This is an optimization exercise on Yosys and OpenROAD, whose aim is small area, not a production implementation. Function was checked by simulation only, so behaviour that the tests miss may differ from the original. No driver is modelled on the clock port, so clocking that relies on it looks cheaper here than on a real chip. Power and IR drop assume default switching activity.

[flow/run.sh]
#!/bin/bash
# synth_recipe.tcl (not shown) runs the flow's synth.tcl, then flattens the netlist and writes it again
# the make line also repeats each setting of config.mk as NAME=value (left out here)
make -C /OpenROAD-flow-scripts/flow DESIGN_CONFIG=/design/flow/config.mk WORK_HOME=/design/flow/orfs CLKGATE_MAP_FILE= SYNTH_SCRIPT=/design/flow/synth_recipe.tcl finish
[flow/config.mk]
export PLATFORM = sky130hd
export DESIGN_NAME = vwradio_cmd
export DESIGN_NICKNAME = vwradio_cmd
export VERILOG_FILES = /design/flow/design.v
export SDC_FILE = /design/flow/constraint.sdc
export NUM_CORES = 4
export LEC_CHECK = 0
export CAP_MARGIN = 20
export CORE_MARGIN = 2
export CORE_UTILIZATION = 40
export PLACE_DENSITY = 0.6
export SLEW_MARGIN = 20
[flow/constraint.sdc]
create_clock -name core_clock -period 10.0 [get_ports {clk}]
set_input_delay 2.0000 -clock core_clock [delete_from_list [all_inputs] [get_ports {clk}]]
set_output_delay 2.0000 -clock core_clock [all_outputs]
set_load 0.01 [all_outputs]
[flow/design.v]
module vwradio_cmd (
    input  wire       clk,
    input  wire       rst,
    input  wire       rx_valid,
    input  wire [7:0] rx_data,
    output wire       rx_ready,
    input  wire       tick,
    output wire       tx_valid,
    output wire [7:0] tx_data,
    output wire       tx_last,
    input  wire       tx_ready,
    output reg  [1:0] led,
    output reg        co_valid,
    output reg  [1:0] co_kind,
    output reg  [7:0] co_data
);
    localparam [10:0] T_IDLE = 11'd2000;
    localparam [7:0] ACK_BYTE = 8'h06;
    localparam [7:0] NAK_BYTE = 8'h15;
    localparam [1:0] AREA_DISPLAY = 2'd0;
    localparam [1:0] AREA_PICTO   = 2'd1;
    localparam [1:0] AREA_CHARGEN = 2'd2;
    localparam [1:0] AREA_NONE    = 2'd3;
    localparam [3:0] C_NAK  = 4'd0;
    localparam [3:0] C_ECHO = 4'd1;
    localparam [3:0] C_LED  = 4'd2;
    localparam [3:0] C_RSR  = 4'd3;    
    localparam [3:0] C_ACK  = 4'd4;    
    localparam [3:0] C_UR   = 4'd5;    
    localparam [3:0] C_UD   = 4'd6;    
    localparam [3:0] C_US   = 4'd7;    
    localparam [3:0] C_FC   = 4'd8;    
    localparam [3:0] C_FS   = 4'd9;    
    localparam [3:0] C_RST  = 4'd10;   
    localparam [3:0] S_IDLE  = 4'd0;
    localparam [3:0] S_CODE  = 4'd1;
    localparam [3:0] S_ARGS  = 4'd2;
    localparam [3:0] S_EXEC  = 4'd3;
    localparam [3:0] S_PROC1 = 4'd4;
    localparam [3:0] S_PROCN = 4'd5;
    localparam [3:0] S_FPEND = 4'd6;
    localparam [3:0] S_CLR1  = 4'd7;
    localparam [3:0] S_CLR2  = 4'd8;
    localparam [3:0] S_ACK   = 4'd9;
    localparam [3:0] S_ECHO  = 4'd10;
    localparam [3:0] S_DH    = 4'd11;
    localparam [3:0] S_DD    = 4'd12;
    localparam [3:0] S_DP    = 4'd13;
    localparam [3:0] S_DC    = 4'd14;
    localparam [1:0] M254 = 2'd0;
    localparam [1:0] M50  = 2'd1;
    localparam [1:0] M112 = 2'd2;
    reg       rx_rdy;
    reg       tx_v;
    reg [7:0] tx_d;
    reg       tx_l;
    assign rx_ready = rx_rdy;
    assign tx_valid = tx_v;
    assign tx_data  = tx_d;
    assign tx_last  = tx_l;
    reg [254*8-1:0] fr;     
    reg [25*8-1:0]  dr;     
    reg [8*8-1:0]   pr;     
    reg [112*8-1:0] cr;     
    reg [3:0]  st;
    reg [3:0]  cls;
    reg [1:0]  fmode;      
    reg [7:0]  fp;         
    reg [7:0]  na;         
    reg [7:0]  rem;        
    reg [10:0] age;        
    reg [4:0]  ph_d;       
    reg [2:0]  ph_p;
    reg [6:0]  ph_c;
    reg        owm;        
    reg        nd;         
    reg [3:0]  lag;        
    reg        lv;         
    reg [1:0]  ram_area;
    reg [6:0]  address;
    reg        increment;
    reg [2:0]  dirty;
    reg [7:0] r;           
    reg [7:0] lm1;         
    always @(*) begin
        case (fmode)
            M50:     begin r = fr[49*8 +: 8];  lm1 = 8'd49;  end
            M112:    begin r = fr[111*8 +: 8]; lm1 = 8'd111; end
            default: begin r = fr[253*8 +: 8]; lm1 = 8'd253; end
        endcase
    end
    wire [7:0] f0   = fr[7:0];
    wire [7:0] d_o  = dr[24*8 +: 8];
    wire [7:0] p_o  = pr[7*8 +: 8];
    wire [7:0] c_o  = cr[111*8 +: 8];
    wire [4:0] ph_d_n = (ph_d == 5'd24) ? 5'd0 : ph_d + 5'd1;
    wire [2:0] ph_p_n = ph_p + 3'd1;
    wire [6:0] ph_c_n = (ph_c == 7'd111) ? 7'd0 : ph_c + 7'd1;
    wire       fp_at_tap = (fp == lm1);
    wire [7:0] fp_p1     = fp + 8'd1;
    wire [7:0] fp_n      = fp_at_tap ? 8'd0 : fp_p1;
    wire [7:0] cb = (st == S_ARGS) ? rx_data : r;
    wire       ds = (cb[7:6] == 2'b01);
    wire       as = (cb[7:6] == 2'b10);
    wire [4:0] raw = cb[4:0];
    reg  [6:0] translated;
    always @(*) begin
        case (ram_area)
            AREA_DISPLAY: translated = (raw < 5'd25) ? {2'b00, raw} : 7'd0;
            AREA_PICTO:   translated = (raw < 5'd8)  ? {2'b00, raw} : 7'd0;
            AREA_CHARGEN: translated = (raw < 5'd16) ? {raw[3:0], 3'b000} - {3'b000, raw[3:0]} : 7'd0;
            default:      translated = 7'd0;
        endcase
    end
    wire [1:0] n_area = ds ? cb[1:0] : ram_area;
    wire       n_inc  = ds ? (cb[1] | ~cb[3]) : increment;
    wire [6:0] n_addr = ds ? 7'd0 : as ? translated : address;
    reg [6:0] n_ph;        
    always @(*) begin
        case (n_area)
            AREA_DISPLAY: n_ph = {2'b00, ph_d_n};
            AREA_PICTO:   n_ph = {4'b0000, ph_p_n};
            default:      n_ph = ph_c_n;
        endcase
    end
    reg [7:0] a_o;
    reg [6:0] a_ph_n;
    always @(*) begin
        case (ram_area)
            AREA_DISPLAY: begin a_o = d_o; a_ph_n = {2'b00, ph_d_n};   end
            AREA_PICTO:   begin a_o = p_o; a_ph_n = {4'b0000, ph_p_n}; end
            default:      begin a_o = c_o; a_ph_n = ph_c_n;            end
        endcase
    end
    wire stores = (cls == C_ECHO) || (cls == C_LED) || (cls == C_US) || (cls == C_FS);
    wire ctrl_align = (cls == C_US) && (rem >= 8'd2) && (n_area != AREA_NONE);
    wire slot_ok = (na == 8'd0) ? (!ctrl_align || (n_ph == n_addr))
                                : (fp_p1 == (owm ? 8'd1 : na));
    always @(*) begin
        case (st)
            S_IDLE, S_CODE: rx_rdy = 1'b1;
            S_ARGS:         rx_rdy = !stores || slot_ok;
            default:        rx_rdy = 1'b0;
        endcase
    end
    wire rx_fire = rx_valid && rx_rdy;
    wire fr_wr   = (st == S_ARGS) && rx_fire && stores;
    reg [3:0] code_cls;
    always @(*) begin
        case (rx_data)
            8'h02:   code_cls = C_ECHO;
            8'h01:   code_cls = (rem == 8'd3)  ? C_LED : C_NAK;
            8'h12:   code_cls = (rem == 8'd1)  ? C_RSR : C_NAK;
            8'h11:   code_cls = (rem == 8'd1)  ? C_ACK : C_NAK;
            8'h22:   code_cls = (rem == 8'd1)  ? C_UR  : C_NAK;
            8'h20:   code_cls = (rem == 8'd1)  ? C_UD  : C_NAK;
            8'h21:   code_cls = (rem <= 8'd33) ? C_US  : C_NAK;
            8'h32:   code_cls = (rem == 8'd1)  ? C_FC  : C_NAK;
            8'h31:   code_cls = (rem <= 8'd33) ? C_FS  : C_NAK;
            default: code_cls = C_NAK;
        endcase
    end
    wire proc    = (st == S_PROC1) || (st == S_PROCN);
    wire cons    = proc && fp_at_tap;
    wire upd_dat = (st == S_PROCN) && cons && (cls == C_US) && (ram_area != AREA_NONE);
    wire differs = (r != a_o);
    wire ram_wr  = upd_dat && differs;
    wire clr     = (st == S_CLR1) || (st == S_CLR2);
    reg [7:0] hdr;
    always @(*) begin
        case (na[2:0])
            3'd0:    hdr = (ram_area == AREA_NONE) ? 8'hFF : {6'd0, ram_area};
            3'd1:    hdr = (ram_area == AREA_DISPLAY) ? 8'd25 :
                           (ram_area == AREA_PICTO)   ? 8'd8  :
                           (ram_area == AREA_CHARGEN) ? 8'd112 : 8'd0;
            3'd2:    hdr = {1'b0, address};
            3'd3:    hdr = {7'd0, increment};
            default: hdr = {5'd0, dirty};
        endcase
    end
    reg [7:0] f_w, c_w;
    always @(*) begin
        case (lag)
            4'd0:    f_w = r;
            4'd1:    f_w = fr[7:0];
            4'd2:    f_w = fr[15:8];
            4'd3:    f_w = fr[23:16];
            4'd4:    f_w = fr[31:24];
            4'd5:    f_w = fr[39:32];
            4'd6:    f_w = fr[47:40];
            4'd7:    f_w = fr[55:48];
            4'd8:    f_w = fr[63:56];
            4'd9:    f_w = fr[71:64];
            4'd10:   f_w = fr[79:72];
            default: f_w = fr[87:80];
        endcase
        case (lag[1:0])
            2'd0:    c_w = c_o;
            2'd1:    c_w = cr[7:0];
            2'd2:    c_w = cr[15:8];
            default: c_w = cr[23:16];
        endcase
    end
    wire lag_end = (st == S_ECHO) ? (lag == 4'd11) : (lag[1:0] == 2'd3);
    always @(*) begin
        tx_v = 1'b0;
        tx_d  = r;
        tx_l  = 1'b0;
        case (st)
            S_ACK: begin
                tx_v = 1'b1;
                tx_d  = (cls == C_NAK) ? NAK_BYTE : ACK_BYTE;
                tx_l  = !((cls == C_ECHO && na != 8'd0) || cls == C_UD);
            end
            S_ECHO: begin
                tx_v = lv || fp_at_tap;
                tx_d  = f_w;
                tx_l  = (na == 8'd1);
            end
            S_DH: begin
                tx_v = 1'b1;
                tx_d  = hdr;
            end
            S_DD: begin
                tx_v = (ph_d == na[4:0]);
                tx_d  = d_o;
            end
            S_DP: begin
                tx_v = (ph_p == na[2:0]);
                tx_d  = p_o;
            end
            S_DC: begin
                tx_v = lv || (ph_c == na[6:0]);
                tx_d  = c_w;
                tx_l  = (na[6:0] == 7'd111);
            end
            default: ;
        endcase
    end
    wire tx_fire = tx_v && tx_ready;
    always @(*) begin
        co_valid = 1'b0;
        co_kind  = 2'd0;
        co_data  = 8'd0;
        case (st)
            S_EXEC: begin
                co_valid = (cls == C_RSR) || (cls == C_FC);
                co_kind  = (cls == C_FC) ? 2'd1 : 2'd0;
            end
            S_PROC1, S_PROCN: begin
                co_valid = cons && (cls == C_FS);
                co_kind  = 2'd2;
                co_data  = r;
            end
            S_FPEND: begin
                co_valid = 1'b1;
                co_kind  = 2'd3;
            end
            default: ;
        endcase
    end
    always @(posedge clk) begin
        fr <= {fr[253*8-1:0], fr_wr ? rx_data : r};
        dr <= {dr[24*8-1:0], clr ? 8'd0 : (ram_wr && ram_area == AREA_DISPLAY) ? r : d_o};
        pr <= {pr[7*8-1:0],  clr ? 8'd0 : (ram_wr && ram_area == AREA_PICTO)   ? r : p_o};
        cr <= {cr[111*8-1:0], clr ? 8'd0 : (ram_wr && ram_area == AREA_CHARGEN) ? r : c_o};
    end
    wire hold_fp = cons || (st == S_ECHO && tx_fire);
    always @(posedge clk) begin
        if (rst) begin
            st        <= S_CLR2;
            cls       <= C_RST;
            fmode     <= M254;
            fp        <= 8'd0;
            na        <= 8'd0;
            rem       <= 8'd0;
            age       <= 11'd0;
            ph_d      <= 5'd0;
            ph_p      <= 3'd0;
            ph_c      <= 7'd0;
            owm       <= 1'b0;
            nd        <= 1'b0;
            lag       <= 4'd0;
            lv        <= 1'b0;
            led       <= 2'b00;
            ram_area  <= AREA_NONE;
            address   <= 7'd0;
            increment <= 1'b0;
            dirty     <= 3'b000;
        end else begin
            ph_d <= ph_d_n;
            ph_p <= ph_p_n;
            ph_c <= ph_c_n;
            if ((st == S_ECHO || st == S_DC) && tx_v) begin
                if (tx_ready) begin
                    lv <= (lag != 4'd0);
                end else if (lag_end) begin
                    lv  <= 1'b0;
                    lag <= 4'd0;
                end else begin
                    lv  <= 1'b1;
                    lag <= lag + 4'd1;
                end
            end else if (st != S_ECHO && st != S_DC) begin
                lv  <= 1'b0;
                lag <= 4'd0;
            end
            if (fr_wr && na == 8'd0)
                fp <= 8'd0;
            else if (!hold_fp)
                fp <= fp_n;
            case (st)
                S_IDLE: begin
                    if (rx_fire) begin
                        rem <= rx_data;
                        na  <= 8'd0;
                        nd  <= 1'b0;
                        age <= 11'd0;
                        if (rx_data == 8'd0) begin
                            cls <= C_NAK;      
                            st  <= S_ACK;
                        end else begin
                            st  <= S_CODE;
                        end
                    end
                end
                S_CODE, S_ARGS: begin
                    if (rx_fire) begin
                        rem <= rem - 8'd1;
                        age <= 11'd0;
                        if (st == S_CODE)
                            cls <= code_cls;
                        if (fr_wr) begin
                            if (na == 8'd0) begin
                                na    <= 8'd1;
                                fmode <= (cls != C_US) ? M254 :
                                         (n_area == AREA_DISPLAY) ? M50 : M112;
                                owm   <= (cls == C_US) && !n_inc;
                            end else if (owm && na == 8'd2) begin
                                nd <= nd | (rx_data != r);
                            end else begin
                                na <= na + 8'd1;
                            end
                        end
                        st <= (rem == 8'd1) ? S_EXEC : S_ARGS;
                    end else if (tick) begin
                        if (age == T_IDLE)
                            st <= S_IDLE;      
                        else
                            age <= age + 11'd1;
                    end
                end
                S_EXEC: begin
                    case (cls)
                        C_UR: begin
                            ram_area  <= AREA_NONE;
                            address   <= 7'd0;
                            increment <= 1'b0;
                            dirty     <= 3'b000;
                            st        <= S_CLR1;
                        end
                        C_LED:   st <= S_PROC1;
                        C_US:    st <= (na == 8'd0) ? S_ACK : S_PROC1;
                        C_FS:    st <= (na == 8'd0) ? S_FPEND : S_PROC1;
                        default: st <= S_ACK;
                    endcase
                end
                S_PROC1, S_PROCN: begin
                    if (cons) begin
                        na <= na - 8'd1;
                        st <= (na != 8'd1) ? S_PROCN : (cls == C_FS) ? S_FPEND : S_ACK;
                        if (cls == C_US && st == S_PROC1) begin
                            ram_area  <= n_area;
                            increment <= n_inc;
                            address   <= n_addr;
                        end
                        if (upd_dat) begin
                            if (differs || nd)
                                dirty[ram_area] <= 1'b1;
                            if (increment)
                                address <= a_ph_n;
                        end
                        if (cls == C_LED && st == S_PROCN) begin
                            if (f0[7:1] == 7'd0)
                                led[f0[0]] <= (r != 8'd0);
                            else
                                cls <= C_NAK;
                        end
                    end
                end
                S_FPEND: st <= S_ACK;
                S_CLR1: if (ph_c == 7'd111) st <= S_CLR2;
                S_CLR2: if (ph_c == 7'd111) st <= (cls == C_RST) ? S_IDLE : S_ACK;
                S_ACK: begin
                    if (tx_ready) begin
                        na <= 8'd0;
                        if (cls == C_ECHO && na != 8'd0) begin
                            na <= na;
                            st <= S_ECHO;
                        end else if (cls == C_UD)
                            st <= S_DH;
                        else
                            st <= S_IDLE;
                    end
                end
                S_ECHO: begin
                    if (tx_fire) begin
                        na <= na - 8'd1;
                        if (na == 8'd1) st <= S_IDLE;
                    end
                end
                S_DH: begin
                    if (tx_ready) begin
                        if (na == 8'd4) begin
                            na <= 8'd0;
                            st <= S_DD;
                        end else
                            na <= na + 8'd1;
                    end
                end
                S_DD: begin
                    if (tx_fire) begin
                        if (na == 8'd24) begin
                            na <= 8'd0;
                            st <= S_DP;
                        end else
                            na <= na + 8'd1;
                    end
                end
                S_DP: begin
                    if (tx_fire) begin
                        if (na == 8'd7) begin
                            na <= 8'd0;
                            st <= S_DC;
                        end else
                            na <= na + 8'd1;
                    end
                end
                S_DC: begin
                    if (tx_fire) begin
                        if (na == 8'd111)
                            st <= S_IDLE;
                        else
                            na <= na + 8'd1;
                    end
                end
                default: st <= S_IDLE;
            endcase
        end
    end
endmodule
==> results of run 1 <==
## cell usage after synthesis, drive strengths merged, types with 5 or more instances
master / count
a211oi: 15
o21a: 6
a311oi: 6
a311o: 5
or2: 6
mux2i: 57
a41oi: 7
inv: 50
a21boi: 7
clkbuf: 84
and3: 24
o31ai: 10
xnor2: 30
nor2: 146
nand2: 133
a222oi: 19
nor3: 48
or4: 6
dfxtp: 3274
a31oi: 20
a21oi: 77
xor2: 30
nand3: 47
nor3b: 9
or3: 7
o221ai: 10
nand2b: 18
nor2b: 16
a22oi: 35
o22ai: 16
ha: 26
and2: 19
o21ai: 94
nand3b: 8
o211ai: 11
o311ai: 6
a221oi: 27
nor4: 22
a221o: 10
buf: 18
nand4: 16
## worst max path at each step
stage	startpoint	to	slack [ps]	depth (start not counted)
floorplan	rx_data[0]	rx_ready	3270	11
global placement	rx_data[1]	rx_ready	1570	13
detailed placement	rx_data[1]	rx_ready	1570	13
CTS	rx_data[1]	rx_ready	1570	13
global route	rx_data[1]	rx_ready	1290	13
finish	rx_data[1]	rx_ready	1590	13
## power by group through the flow
stage / Sequential, W / Clock [W] / Combinational [W]
finish: 0.0131 / 0.0114 / 0.00105
detailed placement: 0.0134 / 0 / 0.00103
CTS: 0.0131 / 0.0117 / 0.00104
global route: 0.0131 / 0.0123 / 0.00112
global placement: 0.0134 / 0 / 0.00104
floorplan: 0.0134 / 0 / 0.000638
## worst max-delay path: cells and delay by family
kind	cells	cell delay [ps]
compound gates	6	1990
buf+inv	4	1470
simple gates	3	940
## per-stage QoR
stage / std cells / utilization (%) / hold slack (ps) / power, W / instance area (um2)
after floorplan: 4550 / - / 310 / 0.0140 / 73400
after global placement: 6900 / 41.9 / 310 / 0.0144 / 76600
after detailed placement: 6900 / 41.9 / 312 / 0.0144 / 76600
after CTS: 7421 / 47.4 / 284 / 0.0259 / 86700
after global routing: 7425 / 47.4 / 287 / 0.0265 / 86700
final: 7429 / 47.5 / 281 / 0.0255 / 86700
## routing by layer
| metal | GRT usage [%] | vias up | wire length, um |
|---|---|---|---|
| met4 | 6.01 | 0 | 4550 |
| met3 | 3.08 | 315 | 6710 |
| met2 | 17.4 | 770 | 47100 |
| met1 | 18.6 | 15100 | 60200 |
| met5 | 0 | - | 0 |
| li1 | - | 15500 | - |
## flip-flops by register name (all words and copies together) (netlist names), 4 cells and up, named ones only
| signal | flops |
|---|---|
| pr | 64 |
| address | 7 |
| rem | 8 |
| lag | 4 |
| fp | 8 |
| na | 8 |
| dr | 200 |
| fr | 2032 |
| ph_d | 5 |
| cls | 4 |
| age | 11 |
| cr | 896 |
| ph_c | 7 |
| st | 4 |
## logic make-up (layout without fill, tap and decap cells)
| group | count (synthesis) | in the layout | share of synthesized area (%) |
|---|---|---|---|
| AOI/OAI and AO/OA | 434 | 434 | 4.23 |
| xor gates and xnor gates | 60 | 60 | 0.716 |
| adders and majority gates | 28 | 28 | 0.471 |
| buffers and inverters | 155 | 642 | 0.834 |
| DFF | 3274 | 3274 | 89.3 |
| muxes | 59 | 59 | 0.825 |
| other | 0 | 7 | 0 |
| and+or+nand+nor | 540 | 540 | 3.62 |
## final cells by class
| cell class | instances | share of cell area (%) |
|---|---|---|
| sequential | 3274 | 75.6 |
| inverter | 53 | 0.229 |
| antenna | 7 | 0.0202 |
| tap | 2385 | 3.44 |
| clock inverter | 97 | 1.52 |
| multi-input combinational | 1121 | 8.36 |
| clock buffer | 424 | 10.1 |
| timing repair buffer | 68 | 0.687 |
==> results by group, run 1 <==
Pwr
  – Part of the power in combinational logic: 4.1%
  – Peak supply drop: 191 uV
  – Switching fraction of total power: 20.7%
  – Net Switching: 0.00530 W
  – Int Power: 0.0202 W
  – Clock network power share: 44.6%
  – Sequential share of power: 51.3%
  – Leakage power: 34.2 nW
  – Pwr Density: 295 nW/um2

Cells and area
  – Fraction of layout instances using a drive strength above 1: 10.5%
  – Most frequent cells in the layout: 3,274 x sky130_fd_sc_hd__dfxtp_1, 310 x sky130_fd_sc_hd__clkbuf_16, 145 x sky130_fd_sc_hd__nor2_1, 132 x sky130_fd_sc_hd__nand2_1, 90 x sky130_fd_sc_hd__o21ai_0
  – Area occupied by registers: 65,500 um2
  – Fill cell count: 15,400
  – Area occupied by multi-input gates: 7250 um2
  – Commonest non-fill, non-tap cell in the layout: sky130_fd_sc_hd__dfxtp_1
  – Final net count: 4,862
  – Synth-to-layout area growth: 18.1%

Synth
  – Portion of synthesized cell area occupied by the leading cell type: 89.3%
  – Leading cell types by total area after synthesis: sky130_fd_sc_hd__dfxtp_1 89%, sky130_fd_sc_hd__mux2i_1 0.76%, sky130_fd_sc_hd__nor2_1 0.74%, sky130_fd_sc_hd__nand2_1 0.68%, sky130_fd_sc_hd__o21ai_0 0.62%
  – Number of instances in the synthesized netlist: 4,550
  – Total nets after synthesis: 4,589
  – Portion of the post-synthesis area used by sequential elements: 89.3%
  – Number of enable-type register cells in the synthesized netlist: 0
  – Synthesized area divided by synthesized cell count: 16.1 um2
  – Post-synth top flop: sky130_fd_sc_hd__dfxtp_1
  – Number of distinct library cells after synthesis: 93
  – Share of flip-flops with an asynchronous set or reset after synthesis: 0%
  – Post-synthesis register bit count: 3,274
  – Area leader, netlist: sky130_fd_sc_hd__dfxtp_1
  – Warning count from the yosys run: 1
  – Total standard cell area after synthesis: 73,400 um2

Placement
  – Post-detail-place hpwl: 70,800 um
  – Number of port buffers: 36
  – Placer's final routability congestion estimate: 0.894
  – Setup slack at placement: 1570 ps

Routing
  – Post-DRT Antenna Nets: 0
  – Post-detailed-route wirelength per cell: 16.0 um
  – Via count: 31,700
  – Routed via count divided by cell count: 4.27
  – First-iteration detailed-routing DRC count: 2,230
  – First drt pass iteration count: 6
  – Number of design rule violations left after detail routing: 0
  – Total wirelength of the detailed-routed design: 119,000 um

Setup path
  – Crit start category: input pin
  – Maximum cell stage delay along the critical path: 590 ps
  – R2r worst-path depth: 12
  – Endpoint of the worst-slack reg-to-reg timing path: age[1]
  – Internal reg-to-reg setup slack: 4820 ps
  – Nature of the critical path endpoint: output pin
  – Master of the slowest instance on the critical path: sky130_fd_sc_hd__clkdlybuf4s50_1
  – Startpoint of the worst-slack reg-to-reg timing path: fmode[0]
  – Cell-by-cell trace of the critical path: clkdlybuf4s50_1, buf_4, or3_1, a41oi_1, a21boi_0, nor3_1, o211ai_1, o211ai_1, a211oi_4, a41oi_1, buf_4, nor3_1, clkdlybuf4s50_1
  – Crit path max fanout: 11
  – Arr. time, crit path: 6410 ps
  – CP Data Required Time: 8000 ps
  – Class of the most critical setup path: in2out

CTS
  – Number of buffers between clock root and the deepest sink: 4
  – Clock tree from TritonCTS: done
  – Number of buffers added to fix hold violations after cts: 0
  – Depth of the CTS H-tree: 5
  – Clock Sink Count: 3,274
  – Worst skew pair latency: 890 ps
  – Clock edge transition at the registers on the reported setup and hold paths: 60 ps
  – Clock root buffer: sky130_fd_sc_hd__clkbuf_16
  – CTS buffer count: 305
  – Post-CTS Setup Bufs: 0
  – Total of cells resized after clock tree synthesis: 0

STA
  – Final slew viol count: 0
  – Setup slack after layout: 1590 ps
  – Final Hold Violating Endpoints: 0
  – Relative slew margins: 25.9%
  – Clock skew after layout: 47.2 ps
  – Time the final worst path needs with I/O delays and setup: 8410 ps
  – RSZ-0062 raised after global routing: no
  – Period utilization: 84.1%
  – Transition time of the tightest slew-check pin: 1110 ps
  – Max Clock Freq: 119 MHz
  – Count of endpoints failing setup in the final report: 0
  – Sum of negative setup slack: 0 ps

GRT
  – Initial antenna violation count: 11
  – Global route overflow: 0
  – Wire length of the first global-routing pass: 183,000 um
  – Vias in the first global route: 31,400
  – Largest net degree at the start of global routing: 54
  – GR Util All Layers: 12.7%

Floorplanning
  – Floorplan row count: 157
  – Floorplan die width: 432 um
  – Chip height: 432 um
  – Effective utilization at floorplan: 40.2%
  – Standard cell core area: 183,000 um2
  – Die Outline Area: 187,000 um2
  – Count of boundary I/O pins: 37

Outcome
  – Status: timing/DRC/antenna clean

Hold path
  – Worst Hold End: cr[594]
  – Launch point of the worst hold path: cr[586]
  – Cell depth of the worst hold path: 0
  – Hold/Removal Path Class: reg2reg

Flow run
  – Max-cap violation count: 0
==> run 2, diff against run 1 <==
--- a/flow/design.v
+++ b/flow/design.v
@@ -15,5 +15,6 @@
     output reg  [7:0] co_data
 );
-    localparam [10:0] T_IDLE = 11'd2000;
+    localparam [10:0] AGE_0      = 11'd1;
+    localparam [10:0] AGE_T_IDLE = 11'd1257;
     localparam [7:0] ACK_BYTE = 8'h06;
     localparam [7:0] NAK_BYTE = 8'h15;
@@ -71,9 +72,8 @@
     reg [10:0] age;        
     reg [4:0]  ph_d;       
-    reg [2:0]  ph_p;
-    reg [6:0]  ph_c;
+    reg [6:0]  ph_c;       
     reg        owm;        
     reg        nd;         
-    reg [3:0]  lag;        
+    reg [2:0]  lag;        
     reg        lv;         
     reg [1:0]  ram_area;
@@ -95,6 +95,7 @@
     wire [7:0] c_o  = cr[111*8 +: 8];
     wire [4:0] ph_d_n = (ph_d == 5'd24) ? 5'd0 : ph_d + 5'd1;
-    wire [2:0] ph_p_n = ph_p + 3'd1;
     wire [6:0] ph_c_n = (ph_c == 7'd111) ? 7'd0 : ph_c + 7'd1;
+    wire [2:0] ph_p   = ph_c[2:0];
+    wire [2:0] ph_p_n = ph_c_n[2:0];
     wire       fp_at_tap = (fp == lm1);
     wire [7:0] fp_p1     = fp + 8'd1;
@@ -164,7 +165,8 @@
     wire cons    = proc && fp_at_tap;
     wire upd_dat = (st == S_PROCN) && cons && (cls == C_US) && (ram_area != AREA_NONE);
-    wire differs = (r != a_o);
+    wire differs = (r != ((st == S_ARGS) ? rx_data : a_o));
     wire ram_wr  = upd_dat && differs;
     wire clr     = (st == S_CLR1) || (st == S_CLR2);
+    wire [7:0] wd = clr ? 8'd0 : r;    
     reg [7:0] hdr;
     always @(*) begin
@@ -182,16 +184,12 @@
     always @(*) begin
         case (lag)
-            4'd0:    f_w = r;
-            4'd1:    f_w = fr[7:0];
-            4'd2:    f_w = fr[15:8];
-            4'd3:    f_w = fr[23:16];
-            4'd4:    f_w = fr[31:24];
-            4'd5:    f_w = fr[39:32];
-            4'd6:    f_w = fr[47:40];
-            4'd7:    f_w = fr[55:48];
-            4'd8:    f_w = fr[63:56];
-            4'd9:    f_w = fr[71:64];
-            4'd10:   f_w = fr[79:72];
-            default: f_w = fr[87:80];
+            3'd0:    f_w = r;
+            3'd1:    f_w = fr[7:0];
+            3'd2:    f_w = fr[15:8];
+            3'd3:    f_w = fr[23:16];
+            3'd4:    f_w = fr[31:24];
+            3'd5:    f_w = fr[39:32];
+            3'd6:    f_w = fr[47:40];
+            default: f_w = fr[55:48];
         endcase
         case (lag[1:0])
@@ -202,5 +200,5 @@
         endcase
     end
-    wire lag_end = (st == S_ECHO) ? (lag == 4'd11) : (lag[1:0] == 2'd3);
+    wire lag_end = (st == S_ECHO) ? (lag == 3'd7) : (lag[1:0] == 2'd3);
     always @(*) begin
         tx_v = 1'b0;
@@ -262,7 +260,7 @@
     always @(posedge clk) begin
         fr <= {fr[253*8-1:0], fr_wr ? rx_data : r};
-        dr <= {dr[24*8-1:0], clr ? 8'd0 : (ram_wr && ram_area == AREA_DISPLAY) ? r : d_o};
-        pr <= {pr[7*8-1:0],  clr ? 8'd0 : (ram_wr && ram_area == AREA_PICTO)   ? r : p_o};
-        cr <= {cr[111*8-1:0], clr ? 8'd0 : (ram_wr && ram_area == AREA_CHARGEN) ? r : c_o};
+        dr <= {dr[24*8-1:0], (clr || (ram_wr && ram_area == AREA_DISPLAY)) ? wd : d_o};
+        pr <= {pr[7*8-1:0],  (clr || (ram_wr && ram_area == AREA_PICTO))   ? wd : p_o};
+        cr <= {cr[111*8-1:0], (clr || (ram_wr && ram_area == AREA_CHARGEN)) ? wd : c_o};
     end
     wire hold_fp = cons || (st == S_ECHO && tx_fire);
@@ -275,11 +273,10 @@
             na        <= 8'd0;
             rem       <= 8'd0;
-            age       <= 11'd0;
+            age       <= AGE_0;
             ph_d      <= 5'd0;
-            ph_p      <= 3'd0;
             ph_c      <= 7'd0;
             owm       <= 1'b0;
             nd        <= 1'b0;
-            lag       <= 4'd0;
+            lag       <= 3'd0;
             lv        <= 1'b0;
             led       <= 2'b00;
@@ -290,19 +287,18 @@
         end else begin
             ph_d <= ph_d_n;
-            ph_p <= ph_p_n;
             ph_c <= ph_c_n;
             if ((st == S_ECHO || st == S_DC) && tx_v) begin
                 if (tx_ready) begin
-                    lv <= (lag != 4'd0);
+                    lv <= (lag != 3'd0);
                 end else if (lag_end) begin
                     lv  <= 1'b0;
-                    lag <= 4'd0;
+                    lag <= 3'd0;
                 end else begin
                     lv  <= 1'b1;
-                    lag <= lag + 4'd1;
+                    lag <= lag + 3'd1;
                 end
             end else if (st != S_ECHO && st != S_DC) begin
                 lv  <= 1'b0;
-                lag <= 4'd0;
+                lag <= 3'd0;
             end
             if (fr_wr && na == 8'd0)
@@ -316,5 +312,5 @@
                         na  <= 8'd0;
                         nd  <= 1'b0;
-                        age <= 11'd0;
+                        age <= AGE_0;
                         if (rx_data == 8'd0) begin
                             cls <= C_NAK;      
@@ -328,5 +324,5 @@
                     if (rx_fire) begin
                         rem <= rem - 8'd1;
-                        age <= 11'd0;
+                        age <= AGE_0;
                         if (st == S_CODE)
                             cls <= code_cls;
@@ -338,5 +334,5 @@
                                 owm   <= (cls == C_US) && !n_inc;
                             end else if (owm && na == 8'd2) begin
-                                nd <= nd | (rx_data != r);
+                                nd <= nd | differs;
                             end else begin
                                 na <= na + 8'd1;
@@ -345,8 +341,8 @@
                         st <= (rem == 8'd1) ? S_EXEC : S_ARGS;
                     end else if (tick) begin
-                        if (age == T_IDLE)
+                        if (age == AGE_T_IDLE)
                             st <= S_IDLE;      
                         else
-                            age <= age + 11'd1;
+                            age <= {age[9:0], age[10] ^ age[8]};
                     end
                 end
==> flow/flow/run.sh (new file) <==
#!/bin/bash
# Layout flow: the standard layout (standard.sh, with its unchanged synthesis), except
#  - the port buffers are the smallest buffer cell.
# Each tool's output goes to a log of its own in this folder (ORFS steps also log under orfs/logs/).
set -euo pipefail
here=$(pwd)
export BUFFER_PORTS_ARGS="-buffer_cell sky130_fd_sc_hd__buf_1"
bash standard.sh place > flow_place.log 2>&1

base="-sink_clustering_enable -repair_clock_nets -dont_use_dummy_load -buf_list sky130_fd_sc_hd__clkbuf_16"
export TRY_DIR=$here/orfs/results/sky130hd/vwradio_cmd/base
export MIN_ROUTING_LAYER=met1 MAX_ROUTING_LAYER=met5 MIN_CLK_ROUTING_LAYER=met3
chosen=""
best=""
n=0
for cfg in "36 150" "32 120" "30 100" "28 100" "28 80" "26 100" "26 80" "24 100" "24 80" "22 80" "20 100"; do
  set -- $cfg
  n=$((n + 1))
  args="$base -sink_clustering_size $1 -sink_clustering_max_diameter $2"
  TRY_CTS_ARGS="$args" openroad -no_init -threads ${NUM_CORES:-4} -exit flow/cts_try.tcl > cts_try_$n.log 2>&1 || true
  res=$(grep TRY_RESULT cts_try_$n.log | tail -1 || true)
  echo "size $1 diameter $2: $res" >> cts_try_summary.log
  slew=$(echo "$res" | awk '{print $2}')
  area=$(echo "$res" | awk '{print $3}')
  if [[ -n "$slew" ]] && awk -v s="$slew" 'BEGIN{exit !(s < 0.115)}'; then
    if [[ -z "$best" ]] || awk -v a="$area" -v b="$best" 'BEGIN{exit !(a < b)}'; then
      best="$area"
      chosen="$args"
    fi
  fi
done
if [[ -z "$chosen" ]]; then
  chosen="$base -sink_clustering_size 12 -sink_clustering_max_diameter 50"
fi
echo "chosen: $chosen" >> cts_try_summary.log
export CTS_ARGS="$chosen"
bash standard.sh finish > flow_finish.log 2>&1
==> flow/flow/cts_try.tcl (new file) <==
# Trial clock tree on the placed design, in memory only (nothing is written):
# runs CTS with $::env(TRY_CTS_ARGS), legalizes, global-routes, and prints the
# largest flip-flop clock-pin slew and the clock buffer area.
set pf $::env(FLOW_HOME)/platforms/sky130hd
read_liberty $pf/lib/sky130_fd_sc_hd__tt_025C_1v80.lib
read_lef $pf/lef/sky130_fd_sc_hd.tlef
read_lef $pf/lef/sky130_fd_sc_hd_merged.lef
read_db $::env(TRY_DIR)/3_place.odb
read_sdc $::env(TRY_DIR)/3_place.sdc
source $pf/setRC.tcl
eval clock_tree_synthesis $::env(TRY_CTS_ARGS)
set_propagated_clock [all_clocks]
detailed_placement
source $pf/fastroute.tcl
global_route -congestion_iterations 30
estimate_parasitics -global_routing
set mx 0
foreach pin [all_registers -clock_pins -edge_triggered] {
  foreach e {rise fall} { foreach a {min max} {
    set s [get_property $pin slew_${a}_$e]
    if {$s > $mx} {set mx $s}
  }}
}
set ar 0
foreach inst [[ord::get_db_block] getInsts] {
  set m [$inst getMaster]
  if {[string match *clkbuf* [$m getName]]} { set ar [expr {$ar + [$m getWidth]*[$m getHeight]/1e6}] }
}
puts "TRY_RESULT $mx $ar"
==> flow/standard.sh (new file) <==
#!/bin/bash
# synth_recipe.tcl (not shown) runs the flow's synth.tcl, then flattens the netlist and writes it again
# the make line also repeats each setting of config.mk as NAME=value (left out here)
make -C /OpenROAD-flow-scripts/flow DESIGN_CONFIG=/design/flow/config.mk WORK_HOME=/design/flow/orfs CLKGATE_MAP_FILE= SYNTH_SCRIPT=/design/flow/synth_recipe.tcl "${@:-finish}"
--- a/flow/config.mk
+++ b/flow/config.mk
@@ -6,7 +6,8 @@
 export NUM_CORES = 4
 export LEC_CHECK = 0
+export ABC_AREA = 1
 export CAP_MARGIN = 20
 export CORE_MARGIN = 2
-export CORE_UTILIZATION = 40
-export PLACE_DENSITY = 0.6
+export CORE_UTILIZATION = 70
+export PLACE_DENSITY = 0.8
 export SLEW_MARGIN = 20
removed: flow/run.sh
==> results by group, run 2 <==
Synth
  – Number of instances in the synthesized netlist: 4,622
  – Top post-synthesis cells by count: 3,270 x sky130_fd_sc_hd__dfxtp_1, 349 x sky130_fd_sc_hd__nand2_1, 185 x sky130_fd_sc_hd__nor2_1
  – Number of enable-type register cells in the synthesized netlist: 0
  – Area leader, netlist: sky130_fd_sc_hd__dfxtp_1
  – Total nets after synthesis: 4,660
  – Total standard cell area after synthesis: 72,200 um2
  – Post-synth top flop: sky130_fd_sc_hd__dfxtp_1
  – Post-synthesis register bit count: 3,270
  – Warning count from the yosys run: 1
  – Leading cell types by total area after synthesis: sky130_fd_sc_hd__dfxtp_1 91%, sky130_fd_sc_hd__nand2_1 1.8%, sky130_fd_sc_hd__nor2_1 0.96%, sky130_fd_sc_hd__inv_1 0.95%, sky130_fd_sc_hd__o21ai_0 0.83%
  – Portion of the post-synthesis area used by sequential elements: 90.7%
  – Most common cell in the synthesized netlist: sky130_fd_sc_hd__dfxtp_1
  – Portion of synthesized cell area occupied by the leading cell type: 90.7%
  – Number of distinct library cells after synthesis: 55
  – Share of flip-flops with an asynchronous set or reset after synthesis: 0%
  – Synthesized area divided by synthesized cell count: 15.6 um2

Cells and area
  – Fraction of layout instances using a drive strength above 1: 4.67%
  – Largest Register: fr
  – Most frequent cells in the layout: 3,270 x sky130_fd_sc_hd__dfxtp_1, 349 x sky130_fd_sc_hd__nand2_1, 185 x sky130_fd_sc_hd__nor2_1, 183 x sky130_fd_sc_hd__inv_1, 154 x sky130_fd_sc_hd__clkbuf_16
  – Synth-to-layout area growth: 7.76%
  – Final net count: 4,819
  – Fill cell count: 5,386
  – Commonest non-fill, non-tap cell in the layout: sky130_fd_sc_hd__dfxtp_1
  – Core Util, Final: 76.2%
  – Number of flip-flops under the largest register name: 2,032
  – Cell area after layout: 77,800 um2
  – Top flop regs: fr: 2032 flops, cr: 896 flops, dr: 200 flops

Routing
  – Via count: 31,900
  – First-iteration detailed-routing DRC count: 3,272
  – First drt pass iteration count: 10
  – Total wirelength of the detailed-routed design: 150,000 um
  – Routed via count divided by cell count: 5.19
  – Post-DRT Antenna Nets: 0
  – Post-detailed-route wirelength per cell: 24.4 um
  – Number of design rule violations left after detail routing: 0

Placement
  – Setup slack at placement: 3170 ps
  – Number of port buffers: 36
  – Placer's final routability congestion estimate: 0.962
  – Post-detail-place hpwl: 82,700 um
  – Post-placement cell area: 73,900 um2

Floorplanning
  – Floorplan row count: 117
  – Count of boundary I/O pins: 37
  – Standard cell core area: 102,000 um2
  – Die Outline Area: 106,000 um2
  – Floorplan die width: 325 um
  – Effective utilization at floorplan: 70.7%
  – Chip height: 325 um

Setup path
  – Master of the slowest instance on the critical path: sky130_fd_sc_hd__buf_1
  – Crit path max fanout: 6
  – Worst path top cell family by delay: simple AND/OR/NAND/NOR gates
  – Cell-by-cell trace of the critical path: buf_1, inv_1, nand2_1, nand2_2, inv_1, ha_1, nand4_1, nand2_1, nand2_1, nand3_1, nand2_1, nand2_1, nand2_1, nand2_1, nand2_1, nor2_1, nand3_1, nand2_1, nand2_1, nand2_1, nand2_2, nand2_4, buf_1
  – Crit path buffers/inverters: 4
  – Class of the most critical setup path: in2out
  – CP Data Required Time: 8000 ps
  – Maximum cell stage delay along the critical path: 440 ps
  – Nature of the critical path endpoint: output pin
  – Cell mode on critical path: sky130_fd_sc_hd__nand2_1
  – Arr. time, crit path: 4920 ps
  – Crit start category: input pin

GRT
  – Vias in the first global route: 33,900
  – Global route overflow: 0
  – GR Util All Layers: 28.8%
  – Initial antenna violation count: 16
  – Largest net degree at the start of global routing: 36
  – Wire length of the first global-routing pass: 223,000 um

Pwr
  – Leakage power: 31.0 nW
  – Peak supply drop: 215 uV
  – Pwr Density: 265 nW/um2

STA
  – Max Clock Freq: 145 MHz
  – RSZ-0062 raised after global routing: no
  – Period utilization: 69.2%
  – Setup slack after layout: 3080 ps
  – Relative slew margins: 26.6%
  – Clock skew after layout: 68.7 ps
  – Hold Worst Slack: 280 ps
  – Final Hold Violating Endpoints: 0
  – Sum of negative setup slack: 0 ps
  – Count of endpoints failing setup in the final report: 0
  – Final slew viol count: 0
  – Transition time of the tightest slew-check pin: 1100 ps
  – Time the final worst path needs with I/O delays and setup: 6920 ps

CTS
  – Total of cells resized after clock tree synthesis: 0
  – CTS buffer count: 154
  – Clock edge transition at the registers on the reported setup and hold paths: 90 ps
  – Clock tree from TritonCTS: done
  – Clock Sink Count: 3,270
  – Post-CTS Setup Bufs: 0
  – Worst skew pair latency: 790 ps
  – Number of buffers added to fix hold violations after cts: 0

Hold path
  – Hold/Removal Path Class: reg2reg

Outcome
  – Status: timing/DRC/antenna clean

Flow run
  – Max-cap violation count: 0
[run 2: changes by cell type after synthesis, moves of 18 or more]
cell / change
sky130_fd_sc_hd__clkbuf_1: -54
sky130_fd_sc_hd__nand3_1: +33
sky130_fd_sc_hd__a22oi_1: -28
sky130_fd_sc_hd__xnor2_1: -22
sky130_fd_sc_hd__mux2i_1: -56
sky130_fd_sc_hd__inv_1: +133
sky130_fd_sc_hd__nand2_1: +217
sky130_fd_sc_hd__nor2_1: +40
sky130_fd_sc_hd__and3_1: -23
sky130_fd_sc_hd__a222oi_1: -19
sky130_fd_sc_hd__nand2b_1: -18
sky130_fd_sc_hd__nor3_1: -18
sky130_fd_sc_hd__o21ai_0: +28
[run 2: layout make-up]
type / instances / area (um2) / share of cell area (%)
antenna: 7 / 17.5 / 0.0225
tap: 1368 / 1710 / 2.20
sequential: 3270 / 65500 / 84.2
timing repair buffer: 47 / 218 / 0.280
multi-input combinational: 1111 / 5760 / 7.41
clock buffer: 154 / 3850 / 4.96
inverter: 197 / 739 / 0.951
[run 2: logic make-up (layout without fill, tap and decap cells)]
group,count (synthesis),after routing,share of synthesized area [%]
and+or+nand+nor,732,732,4.43
adders and majority gates,25,25,0.433
AOI/OAI and AO/OA,320,320,2.70
xor gates and xnor gates,34,34,0.413
buffers and inverters,241,398,1.31
other,0,7,0
DFF,3270,3270,90.7
[run 2: stage by stage]
| step | total power (W) | instances |
|---|---|---|
| 2_1_floorplan | 0.0140 | 4622 |
| 3_3_place_gp | 0.0143 | 5993 |
| 3_5_place_dp | 0.0143 | 5993 |
| 4_1_cts | 0.0207 | 6147 |
| 5_1_grt | 0.0212 | 6147 |
| 6_report | 0.0206 | 6154 |
[run 2: worst reg2reg max path: stages (launching register included)]
cell                      delay [ps]
sky130_fd_sc_hd__dfxtp_1         410
sky130_fd_sc_hd__inv_2            50
sky130_fd_sc_hd__nor2_1          240
sky130_fd_sc_hd__inv_1           140
sky130_fd_sc_hd__nor2_1          500
sky130_fd_sc_hd__inv_1           450
sky130_fd_sc_hd__nor2_1          890
sky130_fd_sc_hd__inv_1           240
sky130_fd_sc_hd__nor4_1          470
sky130_fd_sc_hd__nand2_1         560
sky130_fd_sc_hd__o21ai_0         230
sky130_fd_sc_hd__a21oi_1          80
sky130_fd_sc_hd__o21ai_0         430
sky130_fd_sc_hd__a21oi_1         280
[run 2: worst paths after layout]
check	startpoint	end	slack, ps	depth (start not counted)
setup / recovery	rx_data[0]	rx_ready	3080	23
hold / removal	dr[17]	dr[25]	280	0
setup reg to reg	st[2]	address[0]	4870	13
hold reg to reg	dr[17]	dr[25]	280	0
[run 2: report_power, final]
part / total, W / switching (W) / leakage [nW] / internal [W]
Sequential: 0.0132 / 0.000105 / 26.3 / 0.0131
Combinational: 0.000874 / 0.000649 / 2.80 / 0.000225
Clock: 0.00658 / 0.00381 / 1.90 / 0.00276
Total: 0.0206 / 0.00457 / 31.0 / 0.0161
[run 2: metal layers]
metal	wire length (um)	vias to the layer above	global-route usage (%)	share of wire, %
met2	74800	1327	49.1	50
li1	-	14700	-	-
met1	57400	15300	35.0	38
met3	10100	511	6.68	6.7
met4	7660	12	13.0	5.1
met5	78	-	0	0.052
==> run 3, diff against run 2 <==
==> flow/flow/run.sh (replaced) <==
#!/bin/bash
# Layout flow: the standard layout (standard.sh, with its unchanged synthesis), except
#  - the port buffers are the smallest buffer cell.
# Each tool's output goes to a log of its own in this folder (ORFS steps also log under orfs/logs/).
set -euo pipefail
here=$(pwd)
export BUFFER_PORTS_ARGS="-buffer_cell sky130_fd_sc_hd__buf_1"
bash standard.sh place > flow_place.log 2>&1

base="-sink_clustering_enable -repair_clock_nets -dont_use_dummy_load"
export TRY_DIR=$here/orfs/results/sky130hd/vwradio_cmd/base
export MIN_ROUTING_LAYER=met1 MAX_ROUTING_LAYER=met5 MIN_CLK_ROUTING_LAYER=met3
cfgs=("16 36 150" "16 32 120" "16 32 100" "16 30 100" "16 30 80" "16 28 100" "16 28 80" "16 26 100"
      "16 26 80" "16 24 100" "16 24 80" "16 22 80" "16 22 100" "16 20 100" "16 20 80" "16 18 80")
par=${NUM_CORES:-4}
i=0
for cfg in "${cfgs[@]}"; do
  set -- $cfg
  i=$((i + 1))
  TRY_CTS_ARGS="$base -buf_list sky130_fd_sc_hd__clkbuf_$1 -sink_clustering_size $2 -sink_clustering_max_diameter $3" \
    openroad -no_init -threads 1 -exit flow/cts_try.tcl > cts_try_$i.log 2>&1 &
  if (( i % par == 0 )); then wait; fi
done
wait
chosen=""
best=""
i=0
for cfg in "${cfgs[@]}"; do
  set -- $cfg
  i=$((i + 1))
  args="$base -buf_list sky130_fd_sc_hd__clkbuf_$1 -sink_clustering_size $2 -sink_clustering_max_diameter $3"
  res=$(grep TRY_RESULT cts_try_$i.log | tail -1 || true)
  echo "clkbuf_$1 size $2 diameter $3: $res" >> cts_try_summary.log
  slew=$(echo "$res" | awk '{print $2}')
  area=$(echo "$res" | awk '{print $3}')
  tree=$(echo "$res" | awk '{print $4}')
  if [[ -n "$slew" && -n "$tree" ]] && awk -v s="$slew" -v t="$tree" 'BEGIN{exit !(s < 0.116 && t < 0.35)}'; then
    if [[ -z "$best" ]] || awk -v a="$area" -v b="$best" 'BEGIN{exit !(a < b)}'; then
      best="$area"
      chosen="$args"
    fi
  fi
done
if [[ -z "$chosen" ]]; then
  chosen="$base -buf_list sky130_fd_sc_hd__clkbuf_16 -sink_clustering_size 12 -sink_clustering_max_diameter 50"
fi
echo "chosen: $chosen" >> cts_try_summary.log
export CTS_ARGS="$chosen"
bash standard.sh finish > flow_finish.log 2>&1
--- a/flow/flow/cts_try.tcl
+++ b/flow/flow/cts_try.tcl
@@ -27,3 +27,5 @@
   if {[string match *clkbuf* [$m getName]]} { set ar [expr {$ar + [$m getWidth]*[$m getHeight]/1e6}] }
 }
-puts "TRY_RESULT $mx $ar"
+set mall 0
+foreach net [get_nets -hierarchical *clk*] { foreach pin [get_pins -of_objects $net -filter "direction == input"] { set s [get_property $pin slew_max_rise]; if {$s > $mall} {set mall $s} } }
+puts "TRY_RESULT $mx $ar $mall"
--- a/flow/config.mk
+++ b/flow/config.mk
@@ -9,5 +9,5 @@
 export CAP_MARGIN = 20
 export CORE_MARGIN = 2
-export CORE_UTILIZATION = 70
-export PLACE_DENSITY = 0.8
+export CORE_UTILIZATION = 65
+export PLACE_DENSITY = 0.75
 export SLEW_MARGIN = 20
==> results by group, run 3 <==
CTS
  – Clock Sink Count: 3,270
  – Clock edge transition at the registers on the reported setup and hold paths: 100 ps
  – Total of cells resized after clock tree synthesis: 0
  – Clock tree from TritonCTS: done
  – Number of buffers added to fix hold violations after cts: 0
  – Post-CTS Setup Bufs: 0
  – Worst skew pair latency: 780 ps
  – CTS buffer count: 146

Synth
  – Warning count from the yosys run: 1
  – Area leader, netlist: sky130_fd_sc_hd__dfxtp_1
  – Share of flip-flops with an asynchronous set or reset after synthesis: 0%
  – Number of distinct library cells after synthesis: 55
  – Most common cell in the synthesized netlist: sky130_fd_sc_hd__dfxtp_1
  – Post-synthesis register bit count: 3,270
  – Synthesized area divided by synthesized cell count: 15.6 um2
  – Post-synth top flop: sky130_fd_sc_hd__dfxtp_1
  – Total nets after synthesis: 4,660
  – Portion of synthesized cell area occupied by the leading cell type: 90.7%
  – Total standard cell area after synthesis: 72,200 um2
  – Number of instances in the synthesized netlist: 4,622
  – Portion of the post-synthesis area used by sequential elements: 90.7%
  – Number of enable-type register cells in the synthesized netlist: 0
  – Top post-synthesis cells by count: 3,270 x sky130_fd_sc_hd__dfxtp_1, 349 x sky130_fd_sc_hd__nand2_1, 185 x sky130_fd_sc_hd__nor2_1
  – Leading cell types by total area after synthesis: sky130_fd_sc_hd__dfxtp_1 91%, sky130_fd_sc_hd__nand2_1 1.8%, sky130_fd_sc_hd__nor2_1 0.96%, sky130_fd_sc_hd__inv_1 0.95%, sky130_fd_sc_hd__o21ai_0 0.83%

GRT
  – Global route overflow: 0
  – Wire length of the first global-routing pass: 185,000 um
  – Initial antenna violation count: 5
  – Vias in the first global route: 30,500
  – GR Util All Layers: 21.8%
  – Largest net degree at the start of global routing: 36

STA
  – Final Hold Violating Endpoints: 0
  – Relative slew margins: 30.3%
  – Max Clock Freq: 148 MHz
  – Transition time of the tightest slew-check pin: 1040 ps
  – Count of endpoints failing setup in the final report: 0
  – Sum of negative setup slack: 0 ps
  – RSZ-0062 raised after global routing: no
  – Period utilization: 67.5%
  – Final slew viol count: 0
  – Time the final worst path needs with I/O delays and setup: 6750 ps
  – Clock skew after layout: 72.2 ps

Floorplanning
  – Standard cell core area: 110,000 um2
  – Count of boundary I/O pins: 37
  – Chip height: 337 um
  – Floorplan row count: 122
  – Floorplan die width: 337 um
  – Die Outline Area: 114,000 um2
  – Effective utilization at floorplan: 65.4%

Pwr
  – Peak supply drop: 199 uV
  – Pwr Density: 261 nW/um2
  – Leakage power: 31.0 nW

Setup path
  – R2r worst-path depth: 32
  – Crit path max fanout: 6
  – Endpoint of the worst-slack reg-to-reg timing path: na[1]
  – CP Data Required Time: 8000 ps
  – Startpoint of the worst-slack reg-to-reg timing path: fmode[0]
  – Arr. time, crit path: 4750 ps
  – Nature of the critical path endpoint: output pin
  – Crit start category: input pin
  – Class of the most critical setup path: in2out
  – Internal reg-to-reg setup slack: 5210 ps

Cells and area
  – Final net count: 4,813
  – Most frequent cells in the layout: 3,270 x sky130_fd_sc_hd__dfxtp_1, 349 x sky130_fd_sc_hd__nand2_1, 185 x sky130_fd_sc_hd__nor2_1, 183 x sky130_fd_sc_hd__inv_1, 146 x sky130_fd_sc_hd__clkbuf_16
  – Largest Register: fr
  – Cell area after layout: 77,700 um2
  – Top flop regs: fr: 2032 flops, cr: 896 flops, dr: 200 flops
  – Fraction of layout instances using a drive strength above 1: 4.53%
  – Commonest non-fill, non-tap cell in the layout: sky130_fd_sc_hd__dfxtp_1
  – Core Util, Final: 70.4%
  – Synth-to-layout area growth: 7.69%
  – Number of flip-flops under the largest register name: 2,032

Placement
  – Post-placement cell area: 74,100 um2
  – Placer's final routability congestion estimate: 0.943
  – Post-detail-place hpwl: 69,100 um
  – Number of port buffers: 36

Routing
  – Post-DRT Antenna Nets: 0
  – Number of design rule violations left after detail routing: 0
  – First drt pass iteration count: 5
  – Total wirelength of the detailed-routed design: 121,000 um
  – First-iteration detailed-routing DRC count: 1,904
  – Routed via count divided by cell count: 4.72
  – Post-detailed-route wirelength per cell: 19.3 um
  – Via count: 29,600

Outcome
  – Status: timing/DRC/antenna clean

Hold path
  – Launch point of the worst hold path: pr[33]
  – Hold/Removal Path Class: reg2reg
  – Cell depth of the worst hold path: 0
  – Worst Hold End: pr[41]

Flow run
  – Max-cap violation count: 0
==> run 3: how the worst max path moves through the flow <==
stage | slack (ps) | startpoint | depth (start not counted) | end
after global placement | 3200 | rx_data[0] | 23 | rx_ready
final | 3250 | rx_data[0] | 23 | rx_ready
after global routing | 2900 | rx_data[0] | 23 | rx_ready
after detailed placement | 3230 | rx_data[0] | 23 | rx_ready
after floorplan | 4290 | rx_data[0] | 21 | rx_ready
after CTS | 3220 | rx_data[0] | 23 | rx_ready
==> run 3: per-layer routing <==
layer | track usage [%] | wire length [um]
met1 | 29.7 | 55000
met2 | 36.3 | 57900
met3 | 3.06 | 4600
met4 | 7.04 | 3360
met5 | 0 | 9
==> run 3: stage by stage <==
stage / setup WS [ps] / hold WS, ps / cells / total power [W]
after detailed placement: 3230 / 312 / 6115 / 0.0143
after global placement: 3200 / 310 / 6115 / 0.0143
final: 3250 / 284 / 6264 / 0.0203
after floorplan: 4290 / 310 / 4622 / 0.0140
after CTS: 3220 / 283 / 6261 / 0.0204
after global routing: 2900 / 293 / 6262 / 0.0209
==> run 3: cells by family after synthesis <==
group	count (synthesis)	synth area share (%)
compound gates	320	2.70
xor+xnor	34	0.413
fa+ha+maj	25	0.433
buf+inv	241	1.31
flops	3270	90.7
simple gates	732	4.43
==> run 3: power breakdown <==
group / internal, W / leakage [nW] / switching, W
Combinational: 0.000232 / 2.81 / 0.000617
Sequential: 0.0131 / 26.3 / 0.0000937
Clock: 0.00262 / 1.80 / 0.00362
Total: 0.0159 / 31.0 / 0.00433
==> run 3: area by class of cell <==
| type | count | area (um2) |
|---|---|---|
| Clock buffer | 146 | 3650 |
| Fill cell | 6778 | 32600 |
| Inverter | 197 | 739 |
| Multi-Input combinational cell | 1111 | 5760 |
| Antenna cell | 3 | 7.51 |
| Timing Repair Buffer | 49 | 233 |
| Tap cell | 1488 | 1860 |
| Sequential cell | 3270 | 65500 |
==> run 3: worst max-delay path, stage by stage <==
cell and delay [ps]:
sky130_fd_sc_hd__buf_1 130, sky130_fd_sc_hd__inv_1 170, sky130_fd_sc_hd__nand2_1 90, sky130_fd_sc_hd__nand2_2 200, sky130_fd_sc_hd__inv_1 120, sky130_fd_sc_hd__ha_1 350, sky130_fd_sc_hd__nand4_1 180, sky130_fd_sc_hd__nand2_1 110
sky130_fd_sc_hd__nand2_1 50, sky130_fd_sc_hd__nand3_1 60, sky130_fd_sc_hd__nand2_1 60, sky130_fd_sc_hd__nand2_1 100, sky130_fd_sc_hd__nand2_1 80, sky130_fd_sc_hd__nand2_1 60, sky130_fd_sc_hd__nand2_1 40, sky130_fd_sc_hd__nor2_1 90
sky130_fd_sc_hd__nand3_1 100, sky130_fd_sc_hd__nand2_1 70, sky130_fd_sc_hd__nand2_1 50, sky130_fd_sc_hd__nand2_1 80, sky130_fd_sc_hd__nand2_2 60, sky130_fd_sc_hd__nand2_4 130, sky130_fd_sc_hd__buf_1 370
==> run 4, diff against run 3 <==
--- a/flow/config.mk
+++ b/flow/config.mk
@@ -9,5 +9,5 @@
 export CAP_MARGIN = 20
 export CORE_MARGIN = 2
-export CORE_UTILIZATION = 65
-export PLACE_DENSITY = 0.75
+export CORE_UTILIZATION = 60
+export PLACE_DENSITY = 0.7
 export SLEW_MARGIN = 20
==> results by group, run 4 <==
Cells and area
  – Number of flip-flops under the largest register name: 2,032
  – Area occupied by registers: 65,500 um2
  – Fraction of layout instances using a drive strength above 1: 4.43%
  – Most frequent cells in the layout: 3,270 x sky130_fd_sc_hd__dfxtp_1, 349 x sky130_fd_sc_hd__nand2_1, 185 x sky130_fd_sc_hd__nor2_1, 183 x sky130_fd_sc_hd__inv_1, 138 x sky130_fd_sc_hd__clkbuf_16
  – Top flop regs: fr: 2032 flops, cr: 896 flops, dr: 200 flops
  – Area occupied by multi-input gates: 5760 um2
  – Commonest non-fill, non-tap cell in the layout: sky130_fd_sc_hd__dfxtp_1
  – Fill cell count: 8,324
  – Final net count: 4,808
  – Largest Register: fr
  – Synth-to-layout area growth: 7.66%

Synth
  – Warning count from the yosys run: 1
  – Share of flip-flops with an asynchronous set or reset after synthesis: 0%
  – Total nets after synthesis: 4,660
  – Leading cell types by total area after synthesis: sky130_fd_sc_hd__dfxtp_1 91%, sky130_fd_sc_hd__nand2_1 1.8%, sky130_fd_sc_hd__nor2_1 0.96%, sky130_fd_sc_hd__inv_1 0.95%, sky130_fd_sc_hd__o21ai_0 0.83%
  – Number of distinct library cells after synthesis: 55
  – Most common cell in the synthesized netlist: sky130_fd_sc_hd__dfxtp_1
  – Number of instances in the synthesized netlist: 4,622
  – Top post-synthesis cells by count: 3,270 x sky130_fd_sc_hd__dfxtp_1, 349 x sky130_fd_sc_hd__nand2_1, 185 x sky130_fd_sc_hd__nor2_1
  – Synthesized area divided by synthesized cell count: 15.6 um2
  – Total standard cell area after synthesis: 72,200 um2
  – Post-synthesis register bit count: 3,270
  – Area leader, netlist: sky130_fd_sc_hd__dfxtp_1
  – Portion of the post-synthesis area used by sequential elements: 90.7%
  – Number of enable-type register cells in the synthesized netlist: 0
  – Portion of synthesized cell area occupied by the leading cell type: 90.7%
  – Post-synth top flop: sky130_fd_sc_hd__dfxtp_1

STA
  – Transition time of the tightest slew-check pin: 1120 ps
  – Count of endpoints failing setup in the final report: 0
  – Hold Worst Slack: 245 ps
  – RSZ-0062 raised after global routing: no
  – Final Hold Violating Endpoints: 0
  – Max Clock Freq: 146 MHz
  – Relative slew margins: 25.0%
  – Final slew viol count: 0
  – Time the final worst path needs with I/O delays and setup: 6850 ps
  – Sum of negative setup slack: 0 ps
  – Period utilization: 68.5%
  – Setup slack after layout: 3150 ps
  – Clock skew after layout: 129 ps

CTS
  – Worst skew pair latency: 800 ps
  – CTS buffer count: 138
  – Number of buffers added to fix hold violations after cts: 0
  – Clock tree from TritonCTS: done
  – Post-CTS Setup Bufs: 0
  – Total of cells resized after clock tree synthesis: 0
  – Clock edge transition at the registers on the reported setup and hold paths: 110 ps
  – Clock Sink Count: 3,270

GRT
  – Global route overflow: 0
  – Largest net degree at the start of global routing: 36
  – Vias in the first global route: 28,300
  – GR Util All Layers: 17.7%
  – Wire length of the first global-routing pass: 164,000 um
  – Initial antenna violation count: 10

Routing
  – Post-detailed-route wirelength per cell: 16.8 um
  – Number of design rule violations left after detail routing: 0
  – Routed via count divided by cell count: 4.59
  – First drt pass iteration count: 6
  – Post-DRT Antenna Nets: 0
  – First-iteration detailed-routing DRC count: 2,008
  – Total wirelength of the detailed-routed design: 107,000 um
  – Via count: 29,300

Setup path
  – CP Data Required Time: 8000 ps
  – Crit start category: input pin
  – Endpoint of the worst-slack reg-to-reg timing path: owm
  – Class of the most critical setup path: in2out
  – Master of the slowest instance on the critical path: sky130_fd_sc_hd__ha_1
  – Arr. time, crit path: 4850 ps
  – Maximum cell stage delay along the critical path: 370 ps
  – Cell-by-cell trace of the critical path: buf_1, inv_1, nand2_1, nand2_2, inv_1, ha_1, nand4_1, nand2_1, nand2_1, nand3_1, nand2_1, nand2_1, nand2_1, nand2_1, nand2_1, nor2_1, nand3_1, nand2_1, nand2_1, nand2_1, nand2_2, nand2_4, buf_1
  – Internal reg-to-reg setup slack: 5150 ps
  – R2r worst-path depth: 30
  – Worst path top cell family by delay: simple AND/OR/NAND/NOR gates
  – Nature of the critical path endpoint: output pin
  – Startpoint of the worst-slack reg-to-reg timing path: fmode[0]
  – Crit path buffers/inverters: 4
  – Cell mode on critical path: sky130_fd_sc_hd__nand2_1
  – Crit path max fanout: 6

Placement
  – Setup slack at placement: 3150 ps
  – Placer's final routability congestion estimate: 0.932
  – Post-detail-place hpwl: 67,500 um
  – Number of port buffers: 36

Floorplanning
  – Floorplan row count: 127
  – Count of boundary I/O pins: 37
  – Standard cell core area: 120,000 um2
  – Die Outline Area: 123,000 um2
  – Effective utilization at floorplan: 60.3%
  – Chip height: 351 um
  – Floorplan die width: 351 um

Pwr
  – Power consumption: 0.0200 W
  – Leakage power: 30.9 nW
  – Pwr Density: 257 nW/um2
  – Peak supply drop: 187 uV

Outcome
  – Status: timing/DRC/antenna clean

Hold path
  – Worst Hold End: cr[17]
  – Hold/Removal Path Class: reg2reg
  – Launch point of the worst hold path: cr[9]
  – Cell depth of the worst hold path: 0

Flow run
  – Max-cap violation count: 0
[run 4: cell counts after synthesis]
No cell type changed its count.
[run 4: cell families after synthesis]
group	share of synthesized area, %
buffers and inverters	1.31
AOI/OAI and AO/OA	2.70
adders and majority gates	0.433
DFF	90.7
and+or+nand+nor	4.43
xor gates and xnor gates	0.413
[run 4: how the worst max path moves through the flow]
stage	from	to	slack [ps]	cells after the start
after floorplan	rx_data[0]	rx_ready	4290	21
after global placement	rx_data[0]	rx_ready	3140	23
after detailed placement	rx_data[0]	rx_ready	3150	23
after CTS	rx_data[0]	rx_ready	3140	23
after global routing	rx_data[0]	rx_ready	2900	23
final	rx_data[0]	rx_ready	3150	23
[run 4: power breakdown]
group,total (W),internal (W),switching (W)
clock,0.00597,0.00248,0.00349
sequential,0.0132,0.0131,0.000106
combinational,0.000846,0.000230,0.000616
total,0.0200,0.0158,0.00421
[run 4: cell type report]
class	instances	area share, %
tap	1612	2.60
antenna	3	0.00966
clock buffer	138	4.44
inverter	197	0.952
timing repair buffer	52	0.329
multi-input combinational	1111	7.41
sequential	3270	84.3
[run 4: metrics by stage]
step	cells	area, um2	utilization, %
after global routing	6380	77700	64.9
final	6383	77700	64.9
after floorplan	4622	72200	-
after detailed placement	6242	74200	62.0
after global placement	6242	74200	62.0
after CTS	6380	77700	64.9
[run 4: routing by layer]
metal | global-route usage, % | routed length (um) | vias up
met4 | 7.93 | 4500 | 2
li1 | - | - | 14700
met5 | 0 | 14 | -
met2 | 25.6 | 44200 | 574
met1 | 26.0 | 54000 | 13800
met3 | 3.27 | 4750 | 246

==> separate check: timing with driven ports <==
The flow's constraints put no driver on any port. The routed layouts listed below were extracted and timed again, unchanged, in two steps.
Step 1 (the two cells are an assumption about what drives the block):
set clk [get_ports {clk}]
set_driving_cell -lib_cell sky130_fd_sc_hd__clkbuf_16 $clk
set_driving_cell -lib_cell sky130_fd_sc_hd__buf_2 [delete_from_list [all_inputs] $clk]
Step 2 adds t to the input delays and takes it off the output delays; t is the mean of the earliest and latest rising clock arrival at the registers after step 1. Input paths then give back, and output paths get back, about the clock's delay inside the block.
a / b / c = ideal / step 1 / step 2; a / b = the first two.
run	t (ns)	setup slack, ns	worst setup path at the end	slew at the worst register clock pin (ns)	worst slew at a driven data input, ns
run 1	0.946	1.594 / 1.571 / 1.571	input to output	0.07 / 0.07	0.08
run 2	0.839	3.083 / 3.042 / 3.042	input to output	0.11 / 0.11	0.13
run 3	0.811	3.245 / 3.202 / 3.202	input to output	0.10 / 0.10	0.18
run 4	0.814	3.153 / 3.113 / 3.113	input to output	0.11 / 0.11	0.13
After both steps every run listed still meets setup and hold. For run 3, which loses most, drivers alone change the setup slack by -0.043 ns; drivers and shift together by -0.043 ns.
